Background: an optimization exercise with open tools, aiming at small area, a short achievable clock period and few clock cycles. Do not read the settings as production practice.
At most, simulation tests tie the RTL to the original design; equivalence was not proved.
The RTL of runs 3 and 5 to 8 was laid out without a check of its function.
Power figures rest on the tool's default switching activity, not on a simulated workload.

### flow/config.mk
export PLATFORM = sky130hd
export DESIGN_NAME = hufdec
export DESIGN_NICKNAME = hufdec
export VERILOG_FILES = /design/flow/design.v
export SDC_FILE = /design/flow/constraint.sdc
export NUM_CORES = 4
export LEC_CHECK = 0
export ABC_AREA = 1
export CAP_MARGIN = 20
export CORE_MARGIN = 2
export CORE_UTILIZATION = 60
export SLEW_MARGIN = 20
### flow/constraint.sdc
create_clock -name core_clock -period 10.0 [get_ports {clk}]
set_input_delay 2.0000 -clock core_clock [delete_from_list [all_inputs] [get_ports {clk}]]
set_output_delay 2.0000 -clock core_clock [all_outputs]
set_load 0.01 [all_outputs]
### flow/design.v
module hufdec_len (
    input  wire [11:0] t,
    output wire        c2, c3, c4, c6, c8, c11, c12
);
  wire ones4 = t[11] & t[10] & t[9] & t[8];
  wire lo30  = ~t[7] & ~t[6] & ~(t[5] & t[4] & t[3] & t[2]);
  assign c2  = ~t[11] & ~t[10];
  assign c3  = ~t[11] &  t[10];
  assign c4  =  t[11] & ~t[10];
  assign c6  =  t[11] &  t[10] & ~t[9];
  assign c8  =  t[11] &  t[10] &  t[9] & ~t[8];
  assign c11 = ones4 &  lo30;
  assign c12 = ones4 & ~lo30;
endmodule
module hufdec_val (
    input  wire [11:0] t,
    input  wire        c3, c4, c6, c8, c11, c12,
    output wire [7:0]  val,
    output wire        eos
);
  wire [7:0] a = ({8{c4}}  & {7'd0, t[8]})   | ({8{c6}}  & {6'd0, t[7:6]}) |
                 ({8{c8}}  & {5'd0, t[6:4]}) | ({8{c11}} & {1'b0, t[7:1]}) |
                 ({8{c12}} & t[7:0]);
  wire       hi11 = t[7] | t[6] | t[5] | (t[4] & t[3] & t[2] & t[1]);    
  wire [7:0] b = ({8{c3}}  & (t[9] ? 8'hFF : 8'h01)) | ({8{c4}}  & (t[9] ? 8'hFD : 8'h02)) |
                 ({8{c6}}  & (t[8] ? 8'hF9 : 8'h04)) | ({8{c8}}  & (t[7] ? 8'hF1 : 8'h08)) |
                 ({8{c11}} & (hi11 ? 8'hD3 : 8'h10)) | ({8{c12}} & 8'hE3);
  wire [7:0] v = a + b;
  assign val = v;
  assign eos = c12 & (&t[7:0]);
endmodule
module hufdec (
    input  wire        clk,
    input  wire        rst,           
    input  wire        cmd_valid,
    output wire        cmd_ready,
    input  wire [1:0]  cmd_op,        
    input  wire [23:0] cmd_arg,
    output reg         out_valid,
    input  wire        out_ready,
    output reg         out_end,       
    output wire [7:0]  out_data,
    output wire [1:0]  out_reason     
);
  localparam W = 22;                  
  localparam CW = 5;
  localparam [1:0] OP_START = 2'd0, OP_BYTE = 2'd1, OP_END = 2'd2;
  reg          rdy;                   
  reg          s_v;                   
  reg  [1:0]   s_op;
  reg  [23:0]  s_arg;
  reg          run;                   
  reg  [W-1:0] bbuf;                  
  reg  [CW-1:0] cnt;
  reg  [23:0]  rem;
  reg          rem1;
  reg          out_lim;               
  reg  [7:0]   o_data;                
  reg          k_v, k_end, k_lim;     
  reg  [7:0]   k_data;
  assign cmd_ready  = rdy;
  assign out_data   = o_data;
  assign out_reason = o_data[1:0];
  wire [11:0] t = bbuf[W-1:W-12];
  wire c2, c3, c4, c6, c8, c11, c12;
  hufdec_len u_len (.t(t), .c2(c2), .c3(c3), .c4(c4), .c6(c6), .c8(c8), .c11(c11), .c12(c12));
  wire [7:0] sym;
  wire       eos;
  hufdec_val u_val (.t(t), .c3(c3), .c4(c4), .c6(c6), .c8(c8), .c11(c11), .c12(c12),
                    .val(sym), .eos(eos));
  wire en   = run & ~k_v;
  wire g2   = en & c2  & (cnt >= 2);
  wire g3   = en & c3  & (cnt >= 3);
  wire g4   = en & c4  & (cnt >= 4);
  wire g6   = en & c6  & (cnt >= 6);
  wire g8   = en & c8  & (cnt >= 8);
  wire g11  = en & c11 & (cnt >= 11);
  wire g12  = en & c12 & (cnt >= 12);
  wire go   = g2 | g3 | g4 | g6 | g8 | g11 | g12;
  wire drained = ~run | ~((c2 & (cnt >= 2)) | (c3 & (cnt >= 3)) | (c4 & (cnt >= 4)) |
                         (c6 & (cnt >= 6)) | (c8 & (cnt >= 8)) | (c11 & (cnt >= 11)) |
                         (c12 & (cnt >= 12)));
  wire s_start = s_v & (s_op == OP_START);
  wire s_byte  = s_v & (s_op == OP_BYTE);
  wire s_end   = s_v & (s_op == OP_END);
  wire ctl_ok  = drained & ~k_v;
  wire do_start = s_start & ctl_ok;
  wire do_end   = s_end & ctl_ok;
  wire room     = (cnt <= W - 8);    
  wire do_byte  = s_byte & room;
  wire s_done   = s_byte ? room : (s_start | s_end) ? ctl_ok : 1'b1;
  wire n_zero   = (s_arg == 24'd0);
  wire sym_byte = go & ~eos;
  wire stop     = (go & eos) | (sym_byte & rem1) | (do_end & run);
  wire [W-1:0] ins = do_byte ? ({s_arg[7:0], {(W-8){1'b0}}} >> cnt) : {W{1'b0}};
  wire [W-1:0] bm  = bbuf | ins;
  wire keep = ~go & ~do_start;
  wire [W-1:0] bbuf_n = ({W{keep}} & bm)        | ({W{g2}}  & (bm << 2))  |
                        ({W{g3}}  & (bm << 3))  | ({W{g4}}  & (bm << 4))  |
                        ({W{g6}}  & (bm << 6))  | ({W{g8}}  & (bm << 8))  |
                        ({W{g11}} & (bm << 11)) | ({W{g12}} & (bm << 12));
  wire [CW-1:0] ci = do_byte ? cnt + 5'd8 : cnt;
  wire [CW-1:0] cnt_d = ({CW{keep}} & ci)          | ({CW{g2}}  & (ci - 5'd2)) |
                        ({CW{g3}}  & (ci - 5'd3))  | ({CW{g4}}  & (ci - 5'd4)) |
                        ({CW{g6}}  & (ci - 5'd6))  | ({CW{g8}}  & (ci - 5'd8)) |
                        ({CW{g11}} & (ci - 5'd11)) | ({CW{g12}} & (ci - 5'd12));
  wire run_n = do_start ? ~n_zero : (run & ~stop);
  wire [CW-1:0] cnt_n = run_n ? cnt_d : {CW{1'b0}};
  wire       push   = go | (do_start & n_zero) | (do_end & run);
  wire       p_end  = ~sym_byte;
  wire       p_lim  = sym_byte & rem1;
  wire [7:0] p_data = sym_byte ? sym : {6'd0, go ? 2'd2 : do_end ? 2'd3 : 2'd1};
  wire out_take = out_valid & out_ready;
  wire out_free = ~out_valid | out_ready;
  wire fire = cmd_valid & rdy;
  wire s_v_n = fire | (s_v & ~s_done);
  wire [1:0] s_op_n = fire ? cmd_op : s_op;
  wire k_v_n = out_take & out_lim ? k_v | push :
               out_free ? (k_v & push) : (k_v | push);
  wire fits_n = ~run_n | do_start | (keep & (ci <= W - 8)) | (g2 & (ci <= W - 6)) |
                (g3 & (ci <= W - 5)) | (g4 & (ci <= W - 4)) | (g6 & (ci <= W - 2)) |
                g8 | g11 | g12;
  wire ctl_ok_n = ~run_n & ~k_v_n;
  wire rdy_new  = cmd_op[0] ? (cmd_op[1] | fits_n) : ctl_ok_n;
  wire rdy_old  = ~(s_v & ~s_done) | (s_op[0] ? (s_op[1] | fits_n) : ctl_ok_n);
  wire rdy_n    = fire ? rdy_new : rdy_old;
  always @(posedge clk) begin
    if (rst) begin
      rdy       <= 1'b1;
      s_v       <= 1'b0;
      run       <= 1'b0;
      cnt       <= {CW{1'b0}};
      out_valid <= 1'b0;
      k_v       <= 1'b0;
    end else begin
      rdy <= rdy_n;
      s_v <= s_v_n;
      run <= run_n;
      cnt <= cnt_n;
      k_v <= k_v_n;
      if (out_take & out_lim)
        out_valid <= 1'b1;
      else if (out_free)
        out_valid <= k_v | push;
    end
    s_op <= s_op_n;
    if (rdy) s_arg <= cmd_arg;
    bbuf <= bbuf_n;
    if (do_start) begin
      rem  <= s_arg;
      rem1 <= (s_arg == 24'd1);
    end else if (sym_byte) begin
      rem  <= rem - 24'd1;
      rem1 <= (rem == 24'd2);
    end
    if (rst) begin
      out_end <= 1'b0;
      out_lim <= 1'b0;
      o_data  <= 8'h00;
    end else if (out_take & out_lim) begin
      out_end     <= 1'b1;
      out_lim     <= 1'b0;
      o_data[1:0] <= 2'd1;
    end else if (out_free) begin
      if (k_v) begin
        out_end <= k_end;
        out_lim <= k_lim;
        o_data  <= k_data;
      end else begin
        out_end <= p_end;
        out_lim <= p_lim;
        o_data  <= p_data;
      end
    end
    if (push) begin
      k_end  <= p_end;
      k_lim  <= p_lim;
      k_data <= p_data;
    end
  end
endmodule
### flow/flow/run.sh
#!/bin/bash
# Layout flow: the standard flow (standard.sh, ORFS synthesis to finish)
# with these changes, all inside synthesis mapping and timing repair:
#  - ABC maps the logic with flow/abc_area.script in place of ORFS's
#    abc_area.script; yosys's passes and the flip-flop mapping are the
#    standard ones, so the registers are the same
#  - no full-adder extraction before ABC (ADDER_MAP_FILE empty)
#  - repair_timing keeps MARGIN ns of setup slack on the 10 ns clock, so it
#    sizes and buffers for a shorter achieved period
# The clock, I/O delays and all other constraints are the design's own.
# Logs: standard.log here, each ORFS step's log under orfs/logs.
set -euo pipefail
W=$PWD
F=$W/flow
MARGIN=7.2
# ORFS's synth.tcl with the abc call given our script
sed "s#log_cmd abc {\*}\$abc_args#lset abc_args 1 $F/abc_area.script; log_cmd abc {*}\$abc_args#" \
  "$FLOW_HOME/scripts/synth.tcl" > "$W/synth_abc.tcl"
grep -q "lset abc_args 1" "$W/synth_abc.tcl"
# The standard flow's synthesis script, sourcing that copy
sed "s#source \$::env(SCRIPTS_DIR)/synth.tcl#source $W/synth_abc.tcl#" "$W/synth_recipe.tcl" > "$W/synth_top.tcl"
grep -q "synth_abc.tcl" "$W/synth_top.tcl"
bash standard.sh SYNTH_SCRIPT="$W/synth_top.tcl" ADDER_MAP_FILE= \
  SETUP_SLACK_MARGIN=$MARGIN finish > standard.log 2>&1
### flow/flow/abc_area.script
strash
dc2
dch -f
map
topo
stime -c
buffer -c
upsize -c
dnsize -c
### flow/standard.sh
#!/bin/bash
# synth_recipe.tcl (not shown) runs the flow's synth.tcl, then flattens the netlist and writes it again
# the make line also repeats each setting of config.mk as NAME=value (left out here)
make -C /OpenROAD-flow-scripts/flow DESIGN_CONFIG=/design/flow/config.mk WORK_HOME=/design/flow/orfs CLKGATE_MAP_FILE= SYNTH_SCRIPT=/design/flow/synth_recipe.tcl "${@:-finish}"
==> results of run 1 <==
-- routing by layer --
metal	up-vias	global-route usage	routed length [µm]
met3	78	0.0625	1890
met4	0	0.150	736
li1	2889	-	-
met5	-	0	0
met1	2877	0.432	7170
met2	398	0.563	9000
-- cells by family (layout without fill, tap and decap cells) --
| group | Yosys count | in the layout | share of synthesized area |
|---|---|---|---|
| compound gates | 231 | 231 | 0.244 |
| flops | 103 | 103 | 0.433 |
| mux | 1 | 1 | 0.00162 |
| xor+xnor | 8 | 8 | 0.0113 |
| buf+inv | 120 | 172 | 0.0784 |
| simple gates | 319 | 319 | 0.232 |
-- metrics by stage --
| step | area (µm²) | instances |
|---|---|---|
| floorplan | 6200 | 782 |
| global placement | 6660 | 933 |
| detailed placement | 6660 | 933 |
| CTS | 7000 | 960 |
| global route | 7130 | 970 |
| finish | 7130 | 970 |
-- worst min-delay path by stage --
stage,start,end,cells after the start
4_1_cts,o_data[6],o_data[6],2
3_3_place_gp,o_data[4],o_data[4],2
5_1_grt,o_data[6],o_data[6],2
2_1_floorplan,out_lim,out_lim,2
3_5_place_dp,o_data[6],o_data[6],2
6_report,o_data[6],o_data[6],2
-- power groups by stage --
stage               clock (mW)  combinational, mW  sequential, mW
finish                   0.260              0.102           0.484
global route             0.274              0.111           0.486
CTS                      0.261             0.0969           0.483
detailed placement           0             0.0950           0.494
global placement             0             0.0937           0.494
floorplan                    0             0.0690           0.485
-- repair_timing --
item	in CTS	in global routing
setup endpoints to repair	115	101
cloned	1	0
pin swaps	5	9
setup buffers	10	10
gates resized for setup	100	22
-- final cells by class --
class	count	area [µm²]
Clock buffer	10	138
Timing Repair inverter	1	5.00
Inverter	89	340
Sequential cell	103	2700
Tap cell	136	170
Fill cell	751	3010
Clock inverter	6	50.0
Multi-Input combinational cell	559	3120
Timing Repair Buffer	66	609
-- cells in the mapped netlist (3+ instances only) --
library cell and instances:
nor3_1 10, nand2_2 3, o21ai_0 57, o22ai_1 27, dfxtp_1 42, inv_2 7
o21ai_1 5, o21a_1 4, a21oi_2 3, a221oi_1 9, nand3_2 3, nor2_2 8
buf_2 6, a221oi_2 3, nor4_1 9, a211oi_1 4, o221ai_1 7, nor2_1 119
nand4_1 16, clkbuf_1 20, a22oi_1 13, xor2_1 6, o2111ai_1 8, nand2_1 112
buf_4 3, nand3_1 25, inv_1 82, a31oi_1 21, edfxtp_1 61, a41oi_1 3
nor2_4 3, a21oi_1 43, o211ai_1 6
-- state kept, by name, indices dropped and copies added (netlist names), 2 cells and up --
register,count
rem,24
s_op,2
o_data,8
s_arg,24
k_data,8
bbuf,22
cnt,5
==> results.cfg, run 1 <==
[run_status]
outcome = complete, no violations

[pwr]
p_int_uw = 604
powerDensity_mw_per_mm2 = 119
swShare = 0.286
power.total_uw = 847
p_clk_frac = 0.307
vdd_ir_drop_max_uv = 109
seqPwrFrac = 0.572
pwr-share-comb = 0.121
p_switching_uw = 242
leakagePower_nw = 2.78

[floorplanning]
die-area_mm2 = 0.0111
num_rows = 37
start_util = 0.609
die_y_um = 105
die_width_um = 105
top_level_ports = 43
core_mm2 = 0.0101

[cells_and_area]
final_common_cell = nor2_1
fin_util = 0.703
areaGrowthSynthToFinish_pct = 15.4
layout-drive-gt1-share = 0.157
mostFrequentLayoutCells = nor2_1, nand2_1, inv_1, edfxtp_1, o21ai_0
diodes = 0
nets = 859

[clock_tree]
clockRootBuffer = clkbuf_8
ctsHoldBuffers = 0
cts_made_buffers = 9
cts_max_level = 3
clk_pin_slew_ns = 0.10
clock_latency_ns = 0.39
cts.sinks = 103
clock_path_buffers = 2
cts_tree = built

[worst_setup_path]
r2r-start = s_op[1]
cp.depth = 1
crit_path_end = cmd_ready
worstPathArrival_ns = 0.88
path_delay_family = flip-flops
critPathCaptureType = output port
worstPathRequired_ns = 8.00
cp_num_buf_inv = 1
timing.rr.end = cnt[3]
crit_start = rdy
reg2reg_slack_ns = 7.31
slowest_stage = dfxtp_4
crit_chain = buf_6
max_stage_delay_ns = 0.37
startpoint_type = flip-flop
criticalPathCategory = reg2out
r2r_cells = 14
worst-path-max-fanout = 2

[sta]
setup_tns_ns = 0
fmax_mhz = 347
post-route-period-util = 0.288
setup_slack_ns = 7.12
fin_skew_ns = 0.0121
holdWs_ns = 0.476
slew_headroom = 0.584
final_hold_viol_count = 0
final_max_slew_viol_count = 0
rsz0062_at_grt = true
tightest_slew_ns = 0.621
min_period_ns = 2.88
setup_viol = 0

[global_route]
grt_usage = 0.339
grt_max_degree = 37
overflow = 0
grt_pass1_wl_mm = 29.6
antenna_found_initial = 0
grt_pass1_vias = 5932

[route]
routedWlPerCell_um = 19.4
firstDrtPassIters = 7
ant_nets = 0
initialDrtViolationCount = 753
drt-total-wl_mm = 18.8
route.detailed.drc = 0
via_count = 6242
via_per_inst = 6.44

[place]
io_buffers = 42
dp_hpwl_mm = 13.4
dp_slack_ns = 6.07
gp_congestion = 0.997

[synthesis]
synth.largest_area_cell = edfxtp_1
synthFlopType = edfxtp_1
ys_ff_latch = 103
synth-edff-count = 61
synth_cells = 782
synth_top_area_frac = 0.296
synth_nets = 812
avgSynthCellArea_um2 = 7.90
synthesis.area_mm2 = 0.00618
ys.warnings.count = 1
synth_cell_type_count = 60
synth.top_cells.by_area = edfxtp_1, dfxtp_1, nor2_1
ys_seq_area_frac = 0.433
async_reset_ff_frac = 0

[flow_run]
max_cap_violations = 0

[min_path]
hp-class = reg2reg
Testbench counts, summed over its fixed seeds: cycles 52,649.
==> inputs of run 2 (changes only) <==
--- a/flow/config.mk
+++ b/flow/config.mk
@@ -9,4 +9,5 @@
 export CAP_MARGIN = 20
 export CORE_MARGIN = 2
 export CORE_UTILIZATION = 60
+export PLACE_DENSITY_LB_ADDON = 0.2
 export SLEW_MARGIN = 20
==> run 2 against run 1 <==
Effect of this change: highest routed layer unchanged; critical path depth stayed put; cell area is 0.58% higher; final cell count stayed put; via count hardly changed; power hardly changed; non-clock buffer count stayed put; area after synthesis stayed put; still clean on timing, DRC and antenna; clock power hardly changed; largest power group unchanged.
==> results.cfg, run 2 <==
[sta]
fin_skew_ns = 0.0164
final_max_slew_viol_count = 0
min_period_ns = 2.88
final_hold_viol_count = 0
setup_tns_ns = 0
fmax_mhz = 348
tightest_slew_ns = 0.647
post-route-period-util = 0.288
setup_slack_ns = 7.12
slew_headroom = 0.566
rsz0062_at_grt = true
setup_viol = 0

[pwr]
seqPwrFrac = 0.569
p_int_uw = 607
p_switching_uw = 241
powerDensity_mw_per_mm2 = 118
p_clk_frac = 0.309
leakagePower_nw = 2.78
pwr-share-comb = 0.122
vdd_ir_drop_max_uv = 71.9
swShare = 0.284

[min_path]
hp-class = reg2reg
worstHoldStart = o_data[3]

[cells_and_area]
nets = 859
fin_util = 0.707
fill_cells = 787
diodes = 0
final_common_cell = nor2_1
areaGrowthSynthToFinish_pct = 16.1
mostFrequentLayoutCells = nor2_1, nand2_1, inv_1, edfxtp_1, o21ai_0
layout-drive-gt1-share = 0.161
finalInstanceArea_mm2 = 0.00717
reg_top3 = rem: 24 flops, s_arg: 24 flops, bbuf: 22 flops

[clock_tree]
clock_latency_ns = 0.38
clockRootBuffer = clkbuf_8
clock_path_buffers = 2
cts.sinks = 103
cts_max_level = 3
cts_made_buffers = 9
cts_tree = built
ctsHoldBuffers = 0
clk_pin_slew_ns = 0.10

[floorplanning]
top_level_ports = 43
core_mm2 = 0.0101
die_width_um = 105
die-area_mm2 = 0.0111
num_rows = 37
die_y_um = 105
start_util = 0.609

[route]
route.detailed.drc = 0
routedWlPerCell_um = 18.8
firstDrtPassIters = 6
via_count = 6248
drt-total-wl_mm = 18.3
via_per_inst = 6.44
initialDrtViolationCount = 785
ant_nets = 0

[worst_setup_path]
max_stage_delay_ns = 0.38
worst-path-max-fanout = 2
critPathCaptureType = output port
worstPathRequired_ns = 8.00
worstPathArrival_ns = 0.88
cp_num_buf_inv = 1
r2r-start = k_v
path_delay_family = flip-flops
slowest_stage = dfxtp_4
crit_chain = buf_6
startpoint_type = flip-flop
criticalPathCategory = reg2out
crit_start = rdy

[run_status]
outcome = complete, no violations

[synthesis]
synthesis.area_mm2 = 0.00618
ys_top_cells_by_count = nor2_1, nand2_1, inv_1
synth_top_area_frac = 0.296
synth-edff-count = 61
synth_nets = 812
synthFlopType = edfxtp_1
yosysMostFrequentCell = nor2_1
synth_cells = 782
avgSynthCellArea_um2 = 7.90
ys.warnings.count = 1
synth.largest_area_cell = edfxtp_1
async_reset_ff_frac = 0
synth_cell_type_count = 60
synth.top_cells.by_area = edfxtp_1, dfxtp_1, nor2_1
ys_ff_latch = 103
ys_seq_area_frac = 0.433

[place]
place_area_mm2 = 0.00665
dp_slack_ns = 5.98
dp_hpwl_mm = 12.9
io_buffers = 42
gp_congestion = 0.964

[global_route]
antenna_found_initial = 0
grt_usage = 0.328
grt_pass1_vias = 5851
overflow = 0
grt_pass1_wl_mm = 28.8
grt_max_degree = 37

[flow_run]
max_cap_violations = 0
==> run 2: cell count changes in the layout (fill, tap and decap cells not counted), sizes merged <==
cell	change
clkbuf	-1
dlygate4sd2	-1
clkdlybuf4s15	+2
==> run 2: final timing paths <==
path          endpoint  slack, ns  cells past startpoint
max          cmd_ready       7.12                      1
min          o_data[3]       0.48                      2
max reg2reg   bbuf[16]       7.24                      8
min reg2reg  o_data[3]       0.48                      2
==> run 2: routing by layer <==
layer,GRT usage,part of all wire
met5,0,0
met4,0.103,0.022
met3,0.0860,0.11
met2,0.509,0.45
met1,0.450,0.41
==> run 2: cell type report <==
class	count	area (µm²)	area share
well taps	136	170	0.0237
flip-flops and latches	103	2700	0.376
repair inverters	1	5.00	0.000698
repair buffers	66	617	0.0860
multi-input cells	559	3140	0.438
clock buffers	10	138	0.0192
clock inverters	6	58.8	0.00820
inverters	89	343	0.0478
==> run 2: metrics by stage <==
step                      hold WS (ns)  power, mW  std cells
after floorplan                  0.458      0.554        782
after CTS                        0.478      0.844        961
after detailed placement         0.459      0.587        932
final                            0.481      0.847        970
after global placement           0.453      0.585        932
after global routing             0.491      0.876        970
==> run 2: timing repair <==
action | 4_1_cts | 5_1_grt
buffers inserted | 12 | 9
setup endpoints to repair | 119 | 112
gates cloned | 1 | 0
gates resized for setup | 110 | 19
pin swaps | 6 | 6
hold endpoints to repair | 0 | 0
==> run 2: worst min-delay path, stage by stage (launching register included) <==
cell	delay (ns)
dfxtp_2	0.34
nand2_1	0.06
a21oi_1	0.05
==> run 2: power groups by stage <==
stage	clock [mW]	combinational [mW]	sequential, mW
finish	0.262	0.103	0.482
global placement	0	0.0935	0.492
floorplan	0	0.0690	0.485
global route	0.279	0.113	0.485
detailed placement	0	0.0948	0.493
CTS	0.263	0.0991	0.482
==> run 2: cells by family (layout without fill, tap and decap cells) <==
family,Yosys count,count (layout),synth area share
xor gates and xnor gates,8,8,0.0113
AOI/OAI and AO/OA,231,231,0.244
muxes,1,1,0.00162
DFF,103,103,0.433
and+or+nand+nor,319,319,0.232
buffers and inverters,120,172,0.0784
==> inputs of run 3 (changes only) <==
--- a/flow/design.v
+++ b/flow/design.v
@@ -52,8 +52,8 @@
   reg          run;                   
   reg  [W-1:0] bbuf;                  
   reg  [CW-1:0] cnt;
-  reg  [23:0]  rem;
-  reg          rem1;
+  reg  [23:0]  rem;                   
+  reg          rem1;                  
   reg          out_lim;               
   reg  [7:0]   o_data;                
   reg          k_v, k_end, k_lim;     
==> flow/flow/abc_area.script (replaced) <==
strash
dc2
dch -f
map
topo
stime -c
upsize -c
dnsize -c
--- a/flow/config.mk
+++ b/flow/config.mk
@@ -9,5 +9,4 @@
 export CAP_MARGIN = 20
 export CORE_MARGIN = 2
 export CORE_UTILIZATION = 60
-export PLACE_DENSITY_LB_ADDON = 0.2
 export SLEW_MARGIN = 20
==> run 3 against run 2 <==
Effect of this change: still clean on timing, DRC and antenna; critical path type unchanged; worst setup slack got worse by 0.0016 ns; die area fell by 3.3%; sequential share of layout area rose by 0.13 points; critical path depth did not move.
==> results.cfg, run 3 <==
[worst_setup_path]
path_delay_family = flip-flops
worst-path-max-fanout = 2
max_stage_delay_ns = 0.38
worstPathArrival_ns = 0.88
crit_chain = buf_6
r2r_cells = 12
cp.depth = 1
worstPathRequired_ns = 8.00
slowest_stage = dfxtp_4
criticalPathCategory = reg2out
cp_num_buf_inv = 1
startpoint_type = flip-flop
critPathCaptureType = output port

[clock_tree]
clk_pin_slew_ns = 0.10
cts_made_buffers = 9
cts.sinks = 103
clockRootBuffer = clkbuf_8
clock_path_buffers = 2
cts_max_level = 3
cts_tree = built
ctsHoldBuffers = 0
clock_latency_ns = 0.37

[run_status]
outcome = complete, no violations

[cells_and_area]
layout-drive-gt1-share = 0.165
fill_cells = 746
diodes = 0
mostFrequentLayoutCells = nor2_1, nand2_1, clkinv_1, edfxtp_1, o21ai_0
fin_util = 0.736
nets = 858
final_common_cell = nor2_1
reg_top3 = rem: 24 flops, s_arg: 24 flops, bbuf: 22 flops
areaGrowthSynthToFinish_pct = 19.9

[min_path]
holdPathStages = 2
hp-class = reg2reg

[sta]
setup_viol = 0
post-route-period-util = 0.288
slew_headroom = 0.461
fmax_mhz = 348
final_max_slew_viol_count = 0
final_hold_viol_count = 0
setup_tns_ns = 0
tightest_slew_ns = 0.800
setup_slack_ns = 7.12
fin_skew_ns = 0.0135
rsz0062_at_grt = true
min_period_ns = 2.88

[flow_run]
max_cap_violations = 0

[global_route]
grt_pass1_vias = 6059
grt_max_degree = 37
grt_usage = 0.343
grt_pass1_wl_mm = 29.9
antenna_found_initial = 0
overflow = 0

[place]
dp_hpwl_mm = 12.6
io_buffers = 42
dp_slack_ns = 6.39
gp_congestion = 0.966

[synthesis]
synth_top_area_frac = 0.307
synth_cell_type_count = 54
synth.top_cells.by_area = edfxtp_1, dfxtp_1, nor2_1
ys.warnings.count = 1
synth.largest_area_cell = edfxtp_1
ys_seq_area_frac = 0.448
async_reset_ff_frac = 0
ys_top_cells_by_count = nor2_1, nand2_1, clkinv_1
avgSynthCellArea_um2 = 7.93
synth_nets = 783
yosysMostFrequentCell = nor2_1
synthFlopType = edfxtp_1
synth_cells = 753
synthesis.area_mm2 = 0.00597
synth-edff-count = 61
ys_ff_latch = 103

[route]
route.detailed.drc = 0
via_count = 6358
via_per_inst = 6.59
firstDrtPassIters = 9
drt-total-wl_mm = 19.1
ant_nets = 0
routedWlPerCell_um = 19.8
initialDrtViolationCount = 895

[floorplanning]
top_level_ports = 43
die-area_mm2 = 0.0108
core_mm2 = 0.00973
start_util = 0.614
die_width_um = 104
die_y_um = 104
num_rows = 36

[pwr]
leakagePower_nw = 2.53
powerDensity_mw_per_mm2 = 119
power.total_uw = 854
vdd_ir_drop_max_uv = 77.0
-- run 3: path summary, 6_finish.rpt --
kind | to | startpoint | slack [ns]
worst max-delay path | cmd_ready | rdy | 7.12
worst min-delay path | o_data[7] | o_data[7] | 0.47
worst max register to register | bbuf[12] | cnt[3] | 7.24
worst min register to register | o_data[7] | o_data[7] | 0.47
-- run 3: final cells by class --
type	instances	area [µm²]	share of cell area
Clock inverter	4	55.1	0.00769
Clock buffer	11	131	0.0184
Tap cell	133	166	0.0233
Multi-Input combinational cell	560	3140	0.439
Inverter	89	347	0.0484
Sequential cell	103	2700	0.378
Timing Repair Buffer	64	609	0.0851
Timing Repair inverter	1	3.75	0.000524
-- run 3: cells by family after synthesis --
group / share of synthesized area
compound gates: 0.246
simple gates: 0.233
buf+inv: 0.0593
xor+xnor: 0.0117
flops: 0.448
mux: 0.00168
-- run 3: what timing repair did --
| action | 4_1_cts | 5_1_grt |
|---|---|---|
| pin swaps | 6 | 6 |
| buffers inserted | 13 | 7 |
| gates cloned | 1 | 1 |
| gates resized for setup | 111 | 43 |
| endpoints found under the hold margin | 0 | 0 |
| endpoints found under the setup margin | 116 | 86 |
-- run 3: worst register-to-register path, cell delays in order, from the launching register on --
cell and delay [ns]:
dfxtp_1 0.35, clkinv_1 0.21, nand2_2 0.29, o21ai_1 0.16, nand2_2 0.20, nor2_2 0.11
buf_4 0.15, a21oi_4 0.26, inv_2 0.07, a22oi_1 0.20, o221ai_1 0.18, a221oi_2 0.27
o221ai_1 0.16
-- run 3: through the flow --
stage               hold slack [ns]  area [µm²]  cells
finish                        0.472        7160    965
global route                  0.505        7160    965
detailed placement            0.456        6560    928
floorplan                     0.458        5980    753
CTS                           0.473        6970    957
global placement              0.451        6560    928
-- run 3: per-layer routing --
metal / global-route usage / share of wire
met1: 0.457 / 0.39
met2: 0.559 / 0.46
met3: 0.0598 / 0.11
met4: 0.139 / 0.044
met5: 0 / 0
-- run 3: power breakdown --
part	leakage (nW)	internal, mW	switching [mW]	total, mW
clock	0.0900	0.116	0.148	0.265
combinational	1.48	0.0395	0.0651	0.105
sequential	0.962	0.464	0.0204	0.485
==> inputs of run 4 (changes only) <==
--- a/flow/design.v
+++ b/flow/design.v
@@ -52,8 +52,8 @@
   reg          run;                   
   reg  [W-1:0] bbuf;                  
   reg  [CW-1:0] cnt;
-  reg  [23:0]  rem;                   
-  reg          rem1;                  
+  reg  [23:0]  rem;
+  reg          rem1;
   reg          out_lim;               
   reg  [7:0]   o_data;                
   reg          k_v, k_end, k_lim;     
==> flow/flow/abc_area.script (replaced) <==
strash
dc2
dch -f
map
topo
stime -c
buffer -c
upsize -c
dnsize -c
--- a/flow/config.mk
+++ b/flow/config.mk
@@ -8,5 +8,7 @@
 export ABC_AREA = 1
 export CAP_MARGIN = 20
 export CORE_MARGIN = 2
-export CORE_UTILIZATION = 60
+export CORE_UTILIZATION = 40
+export CTS_BUF_LIST = sky130_fd_sc_hd__clkbuf_8
+export CTS_CLUSTER_SIZE = 40
 export SLEW_MARGIN = 20
==> run 4 against run 3 <==
Effect of this change: highest routed layer unchanged; cell area increased by 1.7%; combinational power about the same; still clean on timing, DRC and antenna; die area increased by 53%; synthesized cell count increased by 3.9%; fmax decreased by 0.78%; flip-flop and latch count unchanged; worst hold slack improved by 0.0014 ns; area after synthesis increased by 3.5%; first-iteration DRC count decreased by 34%; critical endpoint unchanged.
==> results.cfg, run 4 <==
[route]
initialDrtViolationCount = 589
via_count = 6186
ant_nets = 0
drt-total-wl_mm = 18.6
routedWlPerCell_um = 18.2
route.detailed.drc = 0
via_per_inst = 6.03
firstDrtPassIters = 5

[cells_and_area]
diodes = 0
layout-drive-gt1-share = 0.163
fin_util = 0.481
finalInstanceArea_mm2 = 0.00728
reg_top3 = rem: 24 flops, s_arg: 24 flops, bbuf: 22 flops
areaGrowthSynthToFinish_pct = 17.8
final_common_cell = nor2_1
nets = 863
mostFrequentLayoutCells = nor2_1, nand2_1, inv_1, edfxtp_1, o21ai_0

[sta]
final_max_slew_viol_count = 0
final_hold_viol_count = 0
fmax_mhz = 345
slew_headroom = 0.392
tightest_slew_ns = 0.902
setup_tns_ns = 0
rsz0062_at_grt = true
fin_skew_ns = 0.00980
min_period_ns = 2.90
post-route-period-util = 0.290
setup_viol = 0

[flow_run]
max_cap_violations = 0

[synthesis]
ys.warnings.count = 1
synth.largest_area_cell = edfxtp_1
synth.top_cells.by_area = edfxtp_1, dfxtp_1, nor2_1
ys_top_cells_by_count = nor2_1, nand2_1, inv_1
synthesis.area_mm2 = 0.00618
synthFlopType = edfxtp_1
async_reset_ff_frac = 0
avgSynthCellArea_um2 = 7.90
ys_seq_area_frac = 0.433
yosysMostFrequentCell = nor2_1
synth_nets = 812
synth_cell_type_count = 60
synth_top_area_frac = 0.296
synth-edff-count = 61
ys_ff_latch = 103
synth_cells = 782

[clock_tree]
cts.sinks = 103
clockRootBuffer = clkbuf_8
clock_path_buffers = 2
ctsHoldBuffers = 0
clock_latency_ns = 0.40
cts_made_buffers = 9
cts_max_level = 3
cts_tree = built
clk_pin_slew_ns = 0.11

[worst_setup_path]
max_stage_delay_ns = 0.38
crit_chain = buf_6
worstPathRequired_ns = 8.00
worst-path-max-fanout = 2
worstPathArrival_ns = 0.90
startpoint_type = flip-flop
crit_start = rdy
critPathCaptureType = output port
cp_num_buf_inv = 1
slowest_stage = dfxtp_4
path_delay_family = flip-flops
r2r-start = cnt[0]
criticalPathCategory = reg2out

[floorplanning]
die_y_um = 128
core_mm2 = 0.0151
start_util = 0.408
num_rows = 45
die-area_mm2 = 0.0165
top_level_ports = 43
die_width_um = 128

[place]
place_area_mm2 = 0.00671
gp_congestion = 0.929
io_buffers = 42
dp_hpwl_mm = 13.3

[pwr]
vdd_ir_drop_max_uv = 65.3
powerDensity_mw_per_mm2 = 122
leakagePower_nw = 2.80

[global_route]
grt_usage = 0.227
grt_pass1_wl_mm = 29.4
overflow = 0
antenna_found_initial = 0
grt_max_degree = 37
grt_pass1_vias = 5856

[run_status]
outcome = complete, no violations

[min_path]
hp-class = reg2reg
worstHoldStart = o_data[5]
==> run 4: changes by cell type after synthesis, moves of 3 or more <==
| cell | previous run | this run |
|---|---|---|
| clkinv_1 | 79 | 0 |
| a21oi_1 | 47 | 43 |
| clkbuf_1 | 0 | 20 |
| nor2_1 | 125 | 119 |
| o21ai_0 | 60 | 57 |
| a21oi_2 | 0 | 3 |
| nor2_2 | 4 | 8 |
| inv_1 | 0 | 82 |
| buf_2 | 0 | 6 |
==> run 4: final timing paths <==
path / depth (start not counted) / end / slack [ns]
max reg2reg: 8 / bbuf[16] / 7.32
min: 2 / o_data[5] / 0.47
min reg2reg: 2 / o_data[5] / 0.47
max: 1 / cmd_ready / 7.10
==> run 4: where the power goes <==
| group | leakage [nW] | internal, mW | switching [mW] |
|---|---|---|---|
| Clock | 0.110 | 0.124 | 0.176 |
| Combinational | 1.73 | 0.0397 | 0.0625 |
| Sequential | 0.961 | 0.464 | 0.0197 |
| Total | 2.80 | 0.628 | 0.259 |
==> run 4: kinds of logic (layout without fill, tap and decap cells) <==
family | count (synthesis) | in the layout | share of synthesized area
DFF | 103 | 103 | 0.433
xor gates and xnor gates | 8 | 8 | 0.0113
muxes | 1 | 1 | 0.00162
AOI/OAI and AO/OA | 231 | 231 | 0.244
and+or+nand+nor | 319 | 319 | 0.232
buffers and inverters | 120 | 176 | 0.0784
==> run 4: routing by layer <==
metal	share of wire	routed length (µm)	GRT usage
met2	0.45	8290	0.356
met3	0.075	1390	0.0384
met5	0	0	0
met1	0.45	8350	0.308
met4	0.032	593	0.102
==> run 4: repair_timing <==
item / 4_1_cts / 5_1_grt
resized for setup: 101 / 24
pin swaps: 6 / 5
gates cloned: 1 / 0
endpoints found under the setup margin: 123 / 87
buffers inserted: 13 / 13
==> run 4: layout make-up <==
| type | instances | area [µm²] |
|---|---|---|
| fillers | 1473 | 7870 |
| multi-input cells | 559 | 3130 |
| flip-flops and latches | 103 | 2700 |
| repair buffers | 70 | 651 |
| inverters | 89 | 349 |
| well taps | 188 | 235 |
| clock buffers | 9 | 124 |
| clock inverters | 7 | 92.6 |
| repair inverters | 1 | 5.00 |
==> run 4: through the flow <==
| stage | power, mW | setup WS [ns] | hold slack, ns | cells |
|---|---|---|---|---|
| floorplan | 0.554 | 6.94 | 0.458 | 782 |
| global placement | 0.588 | 6.01 | 0.451 | 983 |
| detailed placement | 0.590 | 5.87 | 0.455 | 983 |
| CTS | 0.885 | 7.08 | 0.477 | 1013 |
| global route | 0.917 | 7.08 | 0.502 | 1026 |
| finish | 0.886 | 7.10 | 0.473 | 1026 |
Testbench counts of run 4, summed over its fixed seeds: cycles 52,649.
==> inputs of run 5 (changes only) <==
--- a/flow/design.v
+++ b/flow/design.v
@@ -42,18 +42,21 @@
     output wire [7:0]  out_data,
     output wire [1:0]  out_reason     
 );
-  localparam W = 22;                  
+  localparam W = 24;                  
   localparam CW = 5;
   localparam [1:0] OP_START = 2'd0, OP_BYTE = 2'd1, OP_END = 2'd2;
   reg          rdy;                   
   reg          s_v;                   
   reg  [1:0]   s_op;
-  reg  [23:0]  s_arg;
+  reg  [7:0]   s_b;                   
+  reg          nz;                    
   reg          run;                   
   reg  [W-1:0] bbuf;                  
   reg  [CW-1:0] cnt;
   reg  [23:0]  rem;
-  reg          rem1;
+  reg          dec_p;
+  reg          eq1, eq2;              
+  reg  [3:0]   ocnt;
   reg          out_lim;               
   reg  [7:0]   o_data;                
   reg          k_v, k_end, k_lim;     
@@ -89,10 +92,11 @@
   wire room     = (cnt <= W - 8);    
   wire do_byte  = s_byte & room;
   wire s_done   = s_byte ? room : (s_start | s_end) ? ctl_ok : 1'b1;
-  wire n_zero   = (s_arg == 24'd0);
+  wire n_zero   = nz;
+  wire rem1     = s_start ? (ocnt == 4'd1) : dec_p ? eq2 : eq1;
   wire sym_byte = go & ~eos;
   wire stop     = (go & eos) | (sym_byte & rem1) | (do_end & run);
-  wire [W-1:0] ins = do_byte ? ({s_arg[7:0], {(W-8){1'b0}}} >> cnt) : {W{1'b0}};
+  wire [W-1:0] ins = do_byte ? ({s_b, {(W-8){1'b0}}} >> cnt) : {W{1'b0}};
   wire [W-1:0] bm  = bbuf | ins;
   wire keep = ~go & ~do_start;
   wire [W-1:0] bbuf_n = ({W{keep}} & bm)        | ({W{g2}}  & (bm << 2))  |
@@ -113,17 +117,20 @@
   wire out_take = out_valid & out_ready;
   wire out_free = ~out_valid | out_ready;
   wire fire = cmd_valid & rdy;
+  wire fire_start = fire & (cmd_op == OP_START);
+  wire [5:0] rem_c   = {|rem[23:5], rem[4:0]} - {5'd0, dec_p} - {5'd0, sym_byte};
+  wire [3:0] ocnt_ld = (rem_c >= 6'd15) ? 4'd15 : rem_c[3:0];
   wire s_v_n = fire | (s_v & ~s_done);
   wire [1:0] s_op_n = fire ? cmd_op : s_op;
+  wire s_ctl_n = s_v_n & ~s_op_n[0];   
+  wire s_byte_n = s_v_n & (s_op_n == OP_BYTE);
   wire k_v_n = out_take & out_lim ? k_v | push :
                out_free ? (k_v & push) : (k_v | push);
   wire fits_n = ~run_n | do_start | (keep & (ci <= W - 8)) | (g2 & (ci <= W - 6)) |
                 (g3 & (ci <= W - 5)) | (g4 & (ci <= W - 4)) | (g6 & (ci <= W - 2)) |
                 g8 | g11 | g12;
-  wire ctl_ok_n = ~run_n & ~k_v_n;
-  wire rdy_new  = cmd_op[0] ? (cmd_op[1] | fits_n) : ctl_ok_n;
-  wire rdy_old  = ~(s_v & ~s_done) | (s_op[0] ? (s_op[1] | fits_n) : ctl_ok_n);
-  wire rdy_n    = fire ? rdy_new : rdy_old;
+  wire rdy_n = s_ctl_n ? (~run_n & ~k_v_n) :
+               s_byte_n ? fits_n : 1'b1;
   always @(posedge clk) begin
     if (rst) begin
       rdy       <= 1'b1;
@@ -144,20 +151,25 @@
         out_valid <= k_v | push;
     end
     s_op <= s_op_n;
-    if (rdy) s_arg <= cmd_arg;
+    if (rdy) s_b <= cmd_arg[7:0];
     bbuf <= bbuf_n;
-    if (do_start) begin
-      rem  <= s_arg;
-      rem1 <= (s_arg == 24'd1);
-    end else if (sym_byte) begin
-      rem  <= rem - 24'd1;
-      rem1 <= (rem == 24'd2);
+    dec_p <= sym_byte & ~s_start & ~fire_start;
+    if (fire_start) begin
+      nz   <= (cmd_arg == 24'd0);
+      rem  <= cmd_arg;
+      eq1  <= (cmd_arg == 24'd1);
+      eq2  <= (cmd_arg == 24'd2);
+      ocnt <= ocnt_ld;
+    end else begin
+      if (s_start & sym_byte)
+        ocnt <= ocnt - 4'd1;
+      if (dec_p) begin
+        rem <= rem - 24'd1;
+        eq1 <= (rem == 24'd2);
+        eq2 <= (rem == 24'd3);
+      end
     end
-    if (rst) begin
-      out_end <= 1'b0;
-      out_lim <= 1'b0;
-      o_data  <= 8'h00;
-    end else if (out_take & out_lim) begin
+    if (out_take & out_lim) begin
       out_end     <= 1'b1;
       out_lim     <= 1'b0;
       o_data[1:0] <= 2'd1;
==> flow/flow/run.sh (replaced) <==
#!/bin/bash
# Layout flow: the standard flow (standard.sh, ORFS synthesis to finish)
# with these changes, all inside synthesis mapping and timing repair:
#  - ABC maps the logic with flow/abc_area.script, an area-oriented script
#    (amap), in place of ORFS's abc_area.script; yosys's passes and the
#    flip-flop mapping are the standard ones, so the registers are the same
#  - no full-adder extraction before ABC (ADDER_MAP_FILE empty)
#  - repair_timing keeps SETUP_SLACK_MARGIN ns of setup slack on the 10 ns
#    clock, so it sizes and buffers for a shorter achieved period
# The clock, I/O delays and all other constraints are the design's own.
# Logs: standard.log here, each ORFS step's log under orfs/logs.
set -euo pipefail
W=$PWD
F=$W/flow
MARGIN=${MARGIN:-7}
# ORFS's synth.tcl with the abc call given our script
sed "s#log_cmd abc {\*}\$abc_args#lset abc_args 1 $F/abc_area.script; log_cmd abc {*}\$abc_args#" \
  "$FLOW_HOME/scripts/synth.tcl" > "$W/synth_abc.tcl"
grep -q "lset abc_args 1" "$W/synth_abc.tcl"
# The standard flow's synthesis script, sourcing that copy
sed "s#source \$::env(SCRIPTS_DIR)/synth.tcl#source $W/synth_abc.tcl#" "$W/synth_recipe.tcl" > "$W/synth_top.tcl"
grep -q "synth_abc.tcl" "$W/synth_top.tcl"
bash standard.sh SYNTH_SCRIPT="$W/synth_top.tcl" ADDER_MAP_FILE= \
  SETUP_SLACK_MARGIN=$MARGIN finish > standard.log 2>&1
==> flow/flow/abc_area.script (replaced) <==
strash
dc2
dch -f
amap
strash
dc2
dch -f
amap
topo
stime -c
--- a/flow/config.mk
+++ b/flow/config.mk
@@ -9,6 +9,4 @@
 export CAP_MARGIN = 20
 export CORE_MARGIN = 2
 export CORE_UTILIZATION = 40
-export CTS_BUF_LIST = sky130_fd_sc_hd__clkbuf_8
-export CTS_CLUSTER_SIZE = 40
 export SLEW_MARGIN = 20
==> run 5 against run 4 <==
Effect of this change: flip-flop and latch count down 7; clock power up 18%; sequential share of layout area down 8.1 points; die area down 6.3%; largest power group unchanged.
==> results.cfg, run 5 <==
[synthesis]
ys_seq_area_frac = 0.428
async_reset_ff_frac = 0
ys.warnings.count = 1
synth.largest_area_cell = edfxtp_1
synth_nets = 768
ys_ff_latch = 96
synth-edff-count = 55
avgSynthCellArea_um2 = 7.83
yosysMostFrequentCell = nor2_1
synth_cells = 738
synth_cell_type_count = 37
ys_top_cells_by_count = nor2_1, clkinv_1, nand2_1
synth.top_cells.by_area = edfxtp_1, dfxtp_1, nor2_1
synthFlopType = edfxtp_1
synth_top_area_frac = 0.286
synthesis.area_mm2 = 0.00578

[worst_setup_path]
worstPathRequired_ns = 10.26
reg2reg_slack_ns = 6.70
worst-path-max-fanout = 7
r2r_cells = 18
startpoint_type = flip-flop
worstPathArrival_ns = 3.56
critPathCaptureType = flip-flop
r2r-start = cnt[4]
criticalPathCategory = reg2reg
timing.rr.end = cnt[0]

[floorplanning]
core_mm2 = 0.0140
die_width_um = 124
die-area_mm2 = 0.0154
die_y_um = 124
num_rows = 43
top_level_ports = 43
start_util = 0.413

[sta]
min_period_ns = 3.30
fin_skew_ns = 0.0105
slew_headroom = 0.435
fmax_mhz = 303
final_hold_viol_count = 0
rsz0062_at_grt = true
tightest_slew_ns = 0.843
setup_viol = 0
final_max_slew_viol_count = 0
post-route-period-util = 0.330
setup_tns_ns = 0

[cells_and_area]
layout-drive-gt1-share = 0.351
reg_top3 = bbuf: 24 flops, rem: 24 flops
nets = 950
final_common_cell = nor2_1
diodes = 0
areaGrowthSynthToFinish_pct = 50.7
final_cell_count_no_fill = 1105
mostFrequentLayoutCells = nor2_1, buf_4, edfxtp_1, nand2_1, o22ai_1

[global_route]
overflow = 0
grt_max_degree = 28
grt_pass1_wl_mm = 32.2
grt_usage = 0.271
antenna_found_initial = 0
grt_pass1_vias = 6173

[route]
via_count = 6951
routedWlPerCell_um = 20.0
initialDrtViolationCount = 905
drt-total-wl_mm = 22.1
via_per_inst = 6.29
firstDrtPassIters = 5
route.detailed.drc = 0
ant_nets = 0

[place]
dp_hpwl_mm = 12.7
dp.cells = 961
io_buffers = 42
gp_congestion = 0.946

[pwr]
leakagePower_nw = 3.05
power.total_mw = 1.03
powerDensity_mw_per_mm2 = 118
vdd_ir_drop_max_uv = 108

[min_path]
hp-class = reg2reg
holdPathStages = 2
worstHoldStart = out_lim
min_to = out_lim

[clock_tree]
ctsHoldBuffers = 0
cts_tree = built
clockRootBuffer = clkbuf_16
clk_pin_slew_ns = 0.07
clock_path_buffers = 2
clock_latency_ns = 0.36
cts_made_buffers = 9
cts_max_level = 3
cts.sinks = 96

[flow_run]
max_cap_violations = 0

[run_status]
outcome = complete, no violations
[run 5: cell count changes in the layout (fill, tap and decap cells not counted), moves of 28 or more]
| cell | previous run | this run |
|---|---|---|
| inv_1 | 78 | 0 |
| nor2_1 | 114 | 154 |
| buf_4 | 26 | 94 |
| nand2_1 | 107 | 50 |
| clkinv_1 | 0 | 33 |
| o22a_1 | 0 | 28 |
[run 5: worst max path at each step]
| stage | startpoint | to |
|---|---|---|
| 3_5_place_dp | bbuf[23] | ocnt[2] |
| 4_1_cts | bbuf[17] | ocnt[2] |
| 5_1_grt | bbuf[16] | cnt[0] |
| 3_3_place_gp | bbuf[23] | ocnt[2] |
| 2_1_floorplan | cmd_valid | eq1 |
| 6_report | cnt[4] | cnt[0] |
[run 5: report_power, final]
group,leakage (nW),switching [mW],internal (mW)
Clock,0.146,0.168,0.187
Sequential,0.867,0.0213,0.436
Combinational,2.04,0.123,0.0904
Total,3.05,0.312,0.713
[run 5: timing repair]
| item | 4_1_cts | 5_1_grt |
|---|---|---|
| buffers inserted | 91 | 31 |
| gates cloned | 6 | 0 |
| gates resized for setup | 233 | 116 |
| pin swaps | 68 | 61 |
| endpoints found under the setup margin | 132 | 73 |
[run 5: routing by layer]
layer / routed length (µm) / GRT usage / part of all wire / vias up
li1: - / - / - / 3150
met2: 10300 / 0.430 / 0.47 / 425
met3: 1980 / 0.0545 / 0.090 / 75
met5: 0 / 0 / 0 / -
met4: 732 / 0.0864 / 0.033 / 0
met1: 9050 / 0.371 / 0.41 / 3301
[run 5: cell families (layout without fill, tap and decap cells)]
kind of cell | after synthesis | after routing | share of synthesized area
buf+inv | 67 | 251 | 0.0448
flops | 96 | 96 | 0.428
compound gates | 239 | 239 | 0.275
simple gates | 336 | 339 | 0.252
[run 5: layout make-up]
type / count / area [µm²]
clock buffers: 11 / 253
clock inverters: 5 / 50.0
fillers: 1134 / 5280
inverters: 65 / 368
multi-input cells: 578 / 3860
flip-flops and latches: 96 / 2520
well taps: 180 / 225
repair buffers: 168 / 1420
repair inverters: 2 / 8.76
[run 5: worst max-delay path: stages, from the launching register on]
cell and delay, ns:
dfxtp_2 0.40, nor2_4 0.18, inv_4 0.08, nor2_4 0.16, nor3_1 0.15, nor2_2 0.17, nand4_1 0.19, nor3_4 0.25
clkinv_2 0.11, nand2_4 0.09, clkinv_4 0.06, buf_6 0.12, nand2_4 0.07, o32ai_4 0.10, nor3_2 0.29, nor2_1 0.10
nor3_2 0.27, clkinv_2 0.19, a221oi_2 0.21
[run 5: stage by stage]
step           instance area, µm²  utilization  setup slack [ns]  hold slack, ns
2_1_floorplan                5920            -              6.31           0.437
3_3_place_gp                 6570        0.470              5.93           0.458
3_5_place_dp                 6570        0.470              5.87           0.470
4_1_cts                      8200        0.586              6.77           0.483
5_1_grt                      8710        0.622              6.55           0.507
6_report                     8710        0.622              6.70           0.477
==> inputs of run 6 (changes only) <==
--- a/flow/design.v
+++ b/flow/design.v
@@ -42,7 +42,7 @@
     output wire [7:0]  out_data,
     output wire [1:0]  out_reason     
 );
-  localparam W = 24;                  
+  localparam W = 22;                  
   localparam CW = 5;
   localparam [1:0] OP_START = 2'd0, OP_BYTE = 2'd1, OP_END = 2'd2;
   reg          rdy;                   
==> flow/flow/abc_area.script (replaced) <==
strash
dc2
dch -f
amap
strash
dc2
dch -f
amap
topo
stime -c
buffer -c
upsize -c
dnsize -c
==> run 6 against run 5 <==
Effect of this change: clock-buffer cell count fell by 2; die area grew 1.9%; area after synthesis increased by 2.0%; sequential power shrank 1%; non-clock buffer count increased by 28; global-route usage is 1.7 points lower; worst setup slack worse by 0.068 ns; worst hold slack improved by 0.041 ns; sequential share of layout area is 0.68 points lower; combinational power increased by 2%; largest cell class unchanged.
==> results.cfg, run 6 <==
[route]
via_count = 6616
drt-total-wl_mm = 21.3
ant_nets = 0
routedWlPerCell_um = 19.4
firstDrtPassIters = 7
route.detailed.drc = 0
initialDrtViolationCount = 655
via_per_inst = 6.04

[min_path]
holdPathStages = 2
hp-class = reg2reg

[place]
io_buffers = 42
place_area_mm2 = 0.00655
gp_congestion = 0.902
dp_hpwl_mm = 12.3
dp_slack_ns = 5.63

[synthesis]
ys.warnings.count = 1
synth_cell_type_count = 61
synth.largest_area_cell = edfxtp_1
synth-edff-count = 55
yosysMostFrequentCell = nor2_1
synth.top_cells.by_area = edfxtp_1, dfxtp_1, nor2_1
synth_cells = 725
synthFlopType = edfxtp_1
avgSynthCellArea_um2 = 8.13
ys_top_cells_by_count = nor2_1, edfxtp_1, inv_1
async_reset_ff_frac = 0
synth_nets = 755
ys_ff_latch = 94
synth_top_area_frac = 0.280
synthesis.area_mm2 = 0.00589
ys_seq_area_frac = 0.413

[worst_setup_path]
slowest_stage = edfxtp_1
critPathCaptureType = flip-flop
worstPathRequired_ns = 10.12
max_stage_delay_ns = 0.42
r2r_cells = 27
criticalPathCategory = reg2reg
worst-path-max-fanout = 2
startpoint_type = flip-flop
crit_top_cell = buf_6
worstPathArrival_ns = 3.49

[cells_and_area]
final_common_cell = nor2_1
largest_register_ffs = 24
top_register = rem
nets = 935
finalInstanceArea_mm2 = 0.00880
layout-drive-gt1-share = 0.393
areaGrowthSynthToFinish_pct = 49.3
fill_cells = 1224
mostFrequentLayoutCells = nor2_1, buf_4, edfxtp_1
reg_top3 = rem: 24 flops, bbuf: 22 flops

[clock_tree]
cts.sinks = 94
clock_path_buffers = 2
cts_tree = built
clockRootBuffer = clkbuf_16
clk_pin_slew_ns = 0.07
clock_latency_ns = 0.37
cts_made_buffers = 9
cts_max_level = 3

[floorplanning]
core_mm2 = 0.0145
die-area_mm2 = 0.0157
die_y_um = 125
top_level_ports = 43
die_width_um = 125
start_util = 0.407
num_rows = 44

[sta]
final_max_slew_viol_count = 0
setup_tns_ns = 0
post-route-period-util = 0.337
tightest_slew_ns = 0.830
setup_viol = 0
rsz0062_at_grt = true
setup_slack_ns = 6.63
fmax_mhz = 297
min_period_ns = 3.37
final_hold_viol_count = 0
fin_skew_ns = 0.0120
slew_headroom = 0.446

[pwr]
leakagePower_nw = 3.26
vdd_ir_drop_max_uv = 82.2
powerDensity_mw_per_mm2 = 115

[global_route]
use_met3 = 0.0509
use_met1 = 0.334
grt_pass1_vias = 6251
use_met2 = 0.418
busiest_layer = met2
grt_usage = 0.254
overflow = 0
antenna_found_initial = 1
grt_max_degree = 27
grt_pass1_wl_mm = 32.0

[run_status]
outcome = complete, no violations

[flow_run]
max_cap_violations = 0
-- run 6: cell families after synthesis --
logic type      Yosys count  share of synthesized area
flops                    94                      0.413
buf+inv                  95                     0.0654
compound gates          236                      0.275
simple gates            300                      0.247
-- run 6: critical path: cells and delay by family, from the launching register on --
family          cells  cell delay (ns)
compound gates      2             0.18
buf+inv            22             2.15
simple gates        3             0.36
flops               1             0.42
-- run 6: where the power goes --
part | internal [mW] | total [mW] | leakage, nW | switching, mW
logic | 0.0929 | 0.218 | 2.24 | 0.125
registers | 0.429 | 0.451 | 0.886 | 0.0218
clock network | 0.172 | 0.340 | 0.134 | 0.168
-- run 6: repair_timing --
action | in CTS | in global routing
gates resized for setup | 229 | 81
pin swaps | 56 | 45
hold buffers | 0 | 0
buffers inserted | 111 | 40
gates cloned | 3 | 1
endpoints found under the setup margin | 143 | 60
-- run 6: cell type report --
cell class | instances | area (µm²) | area share
Antenna cell | 1 | 2.50 | 0.000284
Clock buffer | 9 | 225 | 0.0256
Clock inverter | 7 | 57.6 | 0.00654
Inverter | 66 | 333 | 0.0378
Multi-Input combinational cell | 537 | 3740 | 0.425
Sequential cell | 94 | 2490 | 0.283
Tap cell | 184 | 230 | 0.0262
Timing Repair Buffer | 196 | 1710 | 0.195
Timing Repair inverter | 1 | 5.00 | 0.000569
-- run 6: final timing paths --
path	startpoint	to	slack (ns)
hold reg to reg	o_data[1]	o_data[1]	0.52
hold / removal	o_data[1]	o_data[1]	0.52
setup reg to reg	rem[0]	rem[4]	6.63
setup / recovery	rem[0]	rem[4]	6.63
-- run 6: metrics by stage --
stage                     utilization  total power [mW]  std cells  hold WS, ns
final                           0.608              1.01       1095        0.518
after global routing            0.607              1.04       1094        0.548
after CTS                       0.569             0.974       1053        0.521
after detailed placement        0.452             0.592        923        0.512
after global placement          0.452             0.591        923        0.474
after floorplan                     -             0.543        725        0.489
-- run 6: routing by layer --
layer	up-vias	routed length (µm)
li1	3055	-
met1	3182	9070
met3	70	1490
met2	309	10100
met5	-	0
met4	0	658
==> inputs of run 7 (changes only) <==
==> flow/flow/abc_area.script (replaced) <==
strash
dc2
dch -f
map -a -B 0.9
topo
stime -c
buffer -c
upsize -c
dnsize -c
==> run 7 against run 6 <==
Effect of this change: global-route usage is 0.48 points lower; clock power is 4% higher; via count is 2.9% higher; clock-buffer cell count is 1 higher; core utilization is 3.9 points lower; combinational power is 14% higher; sequential share of layout area is 0.35 points higher; flip-flop and latch count stayed put; fmax is 3.8% higher; critical path type unchanged; highest routed layer unchanged.
==> results.cfg, run 7 <==
[run_status]
outcome = complete, no violations

[worst_setup_path]
startpoint_type = flip-flop
critPathCaptureType = flip-flop
reg2reg_slack_ns = 6.75
worst-path-max-fanout = 4
worstPathArrival_ns = 3.37
worstPathRequired_ns = 10.12
criticalPathCategory = reg2reg

[synthesis]
yosysMostFrequentCell = nand2_1
synth_fa_ha_area_frac = 0
ys_seq_area_frac = 0.395
synthFlopType = edfxtp_1
avgSynthCellArea_um2 = 7.28
synthSimpleGateAreaFrac = 0.250
synth_top_family_by_area = simple AND/OR/NAND/NOR gates
synth.largest_area_cell = edfxtp_1
ys_ff_latch = 94
ys.warnings.count = 1
async_reset_ff_frac = 0
synth_nets = 876
synthesis.area_mm2 = 0.00616
synth_mux_area_frac = 0.00325
synth_xor_area_frac = 0.0171
synth_cell_type_count = 55
ys_top_cells_by_count = nand2_1, nor2_1, inv_1
synth_cells = 846
synth.top_cells.by_area = edfxtp_1, dfxtp_1, nand2_1
synth-edff-count = 55
synth_top_area_frac = 0.268
synth_compound_area_frac = 0.231

[sta]
setup_tns_ns = 0
fmax_mhz = 308
setup_viol = 0
final_max_slew_viol_count = 0
fin_skew_ns = 0.0121
post-route-period-util = 0.325
min_period_ns = 3.25
final_hold_viol_count = 0
rsz0062_at_grt = true
tightest_slew_ns = 0.768
slew_headroom = 0.483

[route]
ant_nets = 0
drt-total-wl_mm = 21.0
routedWlPerCell_um = 17.8
via_per_inst = 5.75
via_count = 6810
initialDrtViolationCount = 900
route.detailed.drc = 0
firstDrtPassIters = 5

[cells_and_area]
final_common_cell = nand2_1
diodes = 0
largest_register_ffs = 24
areaGrowthSynthToFinish_pct = 39.9
finalInstanceArea_mm2 = 0.00861
mostFrequentLayoutCells = nand2_1, nor2_1, buf_4, inv_1, o21ai_0
fin_util = 0.569
layout-drive-gt1-share = 0.325
nets = 1021
reg_top3 = rem: 24 flops, bbuf: 22 flops
final_cell_count_no_fill = 1184
top_register = rem

[global_route]
antenna_found_initial = 0
grt_max_degree = 27
grt_pass1_wl_mm = 32.2
grt_usage = 0.249
overflow = 0
grt_pass1_vias = 6278

[clock_tree]
cts_made_buffers = 9
cts_max_level = 3
cts_tree = built
ctsHoldBuffers = 0
clk_pin_slew_ns = 0.08
clock_path_buffers = 2
clockRootBuffer = clkbuf_16
cts.sinks = 94
clock_latency_ns = 0.36

[place]
dp.cells = 1054
dp_hpwl_mm = 13.2
gp_congestion = 0.941
place_area_mm2 = 0.00681
io_buffers = 42

[floorplanning]
top_level_ports = 43
num_rows = 45
die_y_um = 128
start_util = 0.407
die-area_mm2 = 0.0164
die_width_um = 128
core_mm2 = 0.0151

[pwr]
leakagePower_nw = 3.41
seqPwrFrac = 0.427
power.total_mw = 1.05
p_clk_frac = 0.336
powerDensity_mw_per_mm2 = 121
swShare = 0.317
pwr-share-comb = 0.237
vdd_ir_drop_max_uv = 86.8
p_int_uw = 715
p_switching_uw = 332

[min_path]
hp-class = reg2reg

[flow_run]
max_cap_violations = 0
[run 7: path summary, 6_finish.rpt]
| check | startpoint | end | depth (start not counted) |
|---|---|---|---|
| worst max-delay path | bbuf[21] | o_data[7] | 23 |
| worst min-delay path | out_end | out_end | 2 |
| worst max register to register | bbuf[21] | o_data[7] | 23 |
| worst min register to register | out_end | out_end | 2 |
[run 7: power by group through the flow]
stage	Sequential (mW)	Combinational (mW)	Clock, mW
after floorplan	0.451	0.111	0
after global placement	0.458	0.156	0
after detailed placement	0.457	0.155	0
after CTS	0.446	0.204	0.356
after global routing	0.449	0.267	0.371
final	0.447	0.248	0.352
[run 7: worst max-delay path, cell delays in order (launching register included)]
cell and delay [ns]:
dfxtp_2 0.34, inv_2 0.05, nor3_2 0.18, inv_2 0.08
nor2_4 0.13, inv_4 0.07, nor2_4 0.16, inv_4 0.07
buf_4 0.14, buf_4 0.13, o221ai_4 0.20, xnor2_2 0.17
o21ai_2 0.09, nand2_1 0.08, nor2_1 0.06, inv_1 0.11
or2_4 0.15, a21oi_4 0.06, buf_6 0.12, nor3_4 0.16
inv_1 0.08, or2_4 0.24, nand3_2 0.09, nand2_1 0.05
[run 7: cells by family after synthesis]
logic type,count (synthesis)
multiplexers,2
buffers and inverters,165
AO/OA/AOI/OAI,224
flip-flops,94
XOR/XNOR,12
AND/OR/NAND/NOR,349
[run 7: metrics by stage]
| step | hold slack (ns) | worst slack, ns |
|---|---|---|
| detailed placement | 0.458 | 5.04 |
| global route | 0.524 | 6.57 |
| finish | 0.480 | 6.75 |
| CTS | 0.475 | 6.69 |
| global placement | 0.464 | 5.08 |
| floorplan | 0.458 | 6.69 |
[run 7: routing by layer]
layer / vias to the layer above / track usage / routed length (µm)
li1: 3212 / - / -
met1: 3159 / 0.349 / 8950
met2: 379 / 0.394 / 9750
met3: 60 / 0.0351 / 1750
met4: 0 / 0.0899 / 594
met5: - / 0 / 0
[run 7: what timing repair did]
action,4_1_cts,5_1_grt
gates cloned,1,0
resized for setup,161,111
buffers inserted,85,28
pin swaps,49,55
endpoints found under the setup margin,143,100
[run 7: final cells by class]
cell class                      count  area, µm²
Sequential cell                    94       2470
Clock buffer                       10        239
Timing Repair Buffer              158       1320
Multi-Input combinational cell    587       3680
Fill cell                        1348       6530
Tap cell                          188        235
Inverter                          140        601
Clock inverter                      6       51.3
Timing Repair inverter              1       16.3
==> inputs of run 8 (changes only) <==
--- a/flow/design.v
+++ b/flow/design.v
@@ -118,8 +118,12 @@
   wire out_free = ~out_valid | out_ready;
   wire fire = cmd_valid & rdy;
   wire fire_start = fire & (cmd_op == OP_START);
-  wire [5:0] rem_c   = {|rem[23:5], rem[4:0]} - {5'd0, dec_p} - {5'd0, sym_byte};
-  wire [3:0] ocnt_ld = (rem_c >= 6'd15) ? 4'd15 : rem_c[3:0];
+  wire [4:0] rem_c  = (|rem[23:5]) ? 5'd31 : rem[4:0];
+  wire [4:0] rem_c0 = rem_c - {4'd0, dec_p};
+  wire [4:0] rem_c1 = rem_c0 - 5'd1;
+  wire [3:0] ocnt0  = (rem_c0 >= 5'd15) ? 4'd15 : rem_c0[3:0];
+  wire [3:0] ocnt1  = (rem_c1 >= 5'd15) ? 4'd15 : rem_c1[3:0];
+  wire [3:0] ocnt_ld = sym_byte ? ocnt1 : ocnt0;
   wire s_v_n = fire | (s_v & ~s_done);
   wire [1:0] s_op_n = fire ? cmd_op : s_op;
   wire s_ctl_n = s_v_n & ~s_op_n[0];   
==> run 8 against run 7 <==
Effect of this change: still clean; routed wire length shrank 1.7%; die area shrank 0.48%; sequential power grew 1%; area after synthesis shrank 0.49%; critical path type is now in2reg; largest power group unchanged.
==> results.cfg, run 8 <==
[run_status]
outcome = complete, no violations

[global_route]
overflow = 0
antenna_found_initial = 0
grt_usage = 0.236
grt_max_degree = 27
grt_pass1_wl_mm = 30.5

[pwr]
vdd_ir_drop_max_uv = 81.8
power.total_mw = 1.11
powerDensity_mw_per_mm2 = 131
leakagePower_nw = 3.28

[route]
via_count = 6724
initialDrtViolationCount = 767
ant_nets = 0

[worst_setup_path]
slowest_stage = or4_4
criticalPathCategory = in2reg
critPathCaptureType = flip-flop
worst-path-max-fanout = 2
worstPathArrival_ns = 3.37
crit_chain = clkdlybuf4s15_2 -> or4_4 -> nor4_4 -> inv_2 -> or2_4 -> o32ai_2
worstPathRequired_ns = 10.18
startpoint_type = input pin

[synthesis]
synthSimpleGateAreaFrac = 0.247
avgSynthCellArea_um2 = 7.25
synthesis.area_mm2 = 0.00613
synth_nets = 875
synth_cells = 845
synth_top_family_by_area = simple AND/OR/NAND/NOR gates
ys_ff_latch = 94
synth_xor_area_frac = 0.0143
synth.largest_area_cell = edfxtp_1
synth_fa_ha_area_frac = 0
async_reset_ff_frac = 0
synth_mux_area_frac = 0.00490
ys_top_cells_by_count = nor2_1, nand2_1, inv_1
yosysMostFrequentCell = nor2_1
ys.warnings.count = 1

[floorplanning]
die_width_um = 128
start_util = 0.406
core_mm2 = 0.0151
num_rows = 45
die-area_mm2 = 0.0163
top_level_ports = 43

[sta]
tightest_slew_ns = 1.04
slew_headroom = 0.305
setup_viol = 0
rsz0062_at_grt = true
final_hold_viol_count = 0
post-route-period-util = 0.318
final_max_slew_viol_count = 0
fin_skew_ns = 0.00930

[clock_tree]
clockRootBuffer = clkbuf_16
cts_made_buffers = 9
clock_latency_ns = 0.36
cts_tree = built
clk_pin_slew_ns = 0.07
clock_path_buffers = 2
cts_max_level = 3

[place]
dp_hpwl_mm = 13.0
dp.cells = 1056
dp_slack_ns = 5.38

[cells_and_area]
mostFrequentLayoutCells = nor2_1, nand2_1, inv_1, buf_4, o21ai_0
final_cell_count_no_fill = 1169
areaGrowthSynthToFinish_pct = 38.3
reg_top3 = rem: 24 flops, bbuf: 22 flops
fin_util = 0.562
top_register = rem
largest_register_ffs = 24
final_common_cell = nor2_1
nets = 1006
layout-drive-gt1-share = 0.295

[min_path]
hp-class = reg2reg
-- run 8: cell types whose count changed in the layout (fill, tap and decap cells not counted), sizes merged, moves of 5 or more --
cell and change:
a211oi +5, a31oi +5, buf -19, clkbuf -5
dlygate4sd2 +9, nand2 -8, nand3 -10, nor2 +13
o22ai +6
-- run 8: cell type report --
class / count / area [µm²] / share of cell area
Clock buffer: 10 / 239 / 0.0282
Multi-Input combinational cell: 594 / 3720 / 0.439
Timing Repair Buffer: 138 / 1160 / 0.137
Tap cell: 188 / 235 / 0.0278
Clock inverter: 6 / 90.1 / 0.0106
Sequential cell: 94 / 2460 / 0.290
Inverter: 137 / 558 / 0.0659
Timing Repair inverter: 2 / 12.5 / 0.00148
-- run 8: path summary, 6_finish.rpt --
path	slack, ns	cells past startpoint	start	endpoint
worst max register to register	6.86	26	bbuf[14]	cnt[2]
worst min register to register	0.47	2	o_data[1]	o_data[1]
worst max-delay path	6.82	6	cmd_arg[10]	eq1
worst min-delay path	0.47	2	o_data[1]	o_data[1]
-- run 8: cell families (layout without fill, tap and decap cells) --
group	count (synthesis)	after routing
compound gates	231	231
xor+xnor	10	10
buf+inv	159	293
flops	94	94
mux	3	3
simple gates	348	350
-- run 8: power by group --
part	switching (mW)	internal (mW)	leakage (nW)
combinational	0.154	0.110	2.26
clock	0.164	0.228	0.162
sequential	0.0221	0.430	0.853
total	0.340	0.768	3.28
-- run 8: stage by stage --
step	instance area, µm²	hold WS [ns]
after floorplan	6260	0.448
after global placement	6790	0.467
after detailed placement	6790	0.468
after CTS	7670	0.471
after global routing	8470	0.503
final	8470	0.471
-- run 8: critical path, delay by kind of cell --
| kind | cells | cell delay (ns) |
|---|---|---|
| AND/OR/NAND/NOR | 3 | 0.84 |
| buffers and inverters | 2 | 0.28 |
| AO/OA/AOI/OAI | 1 | 0.25 |
-- run 8: timing repair --
| item | CTS | global route |
|---|---|---|
| hold buffers | 0 | 0 |
| gates resized for setup | 130 | 129 |
| pin swaps | 29 | 63 |
| endpoints found under the setup margin | 143 | 103 |
| setup buffers | 42 | 51 |
| hold endpoints to repair | 0 | 0 |
| cloned | 3 | 1 |
-- run 8: metal layers --
layer	vias up	part of all wire	track usage
met4	0	0.027	0.0905
met2	351	0.44	0.345
met3	62	0.083	0.0396
met5	-	0	0
met1	3118	0.45	0.346
li1	3193	-	-

Check on run 8: ideal ports give 6.816 ns setup slack; a clkbuf_16 on the clock port and buf_2 on the inputs give 6.825 ns; moving port delays by the midpoint clock arrival (0.402 ns) as well gives 6.423 ns.
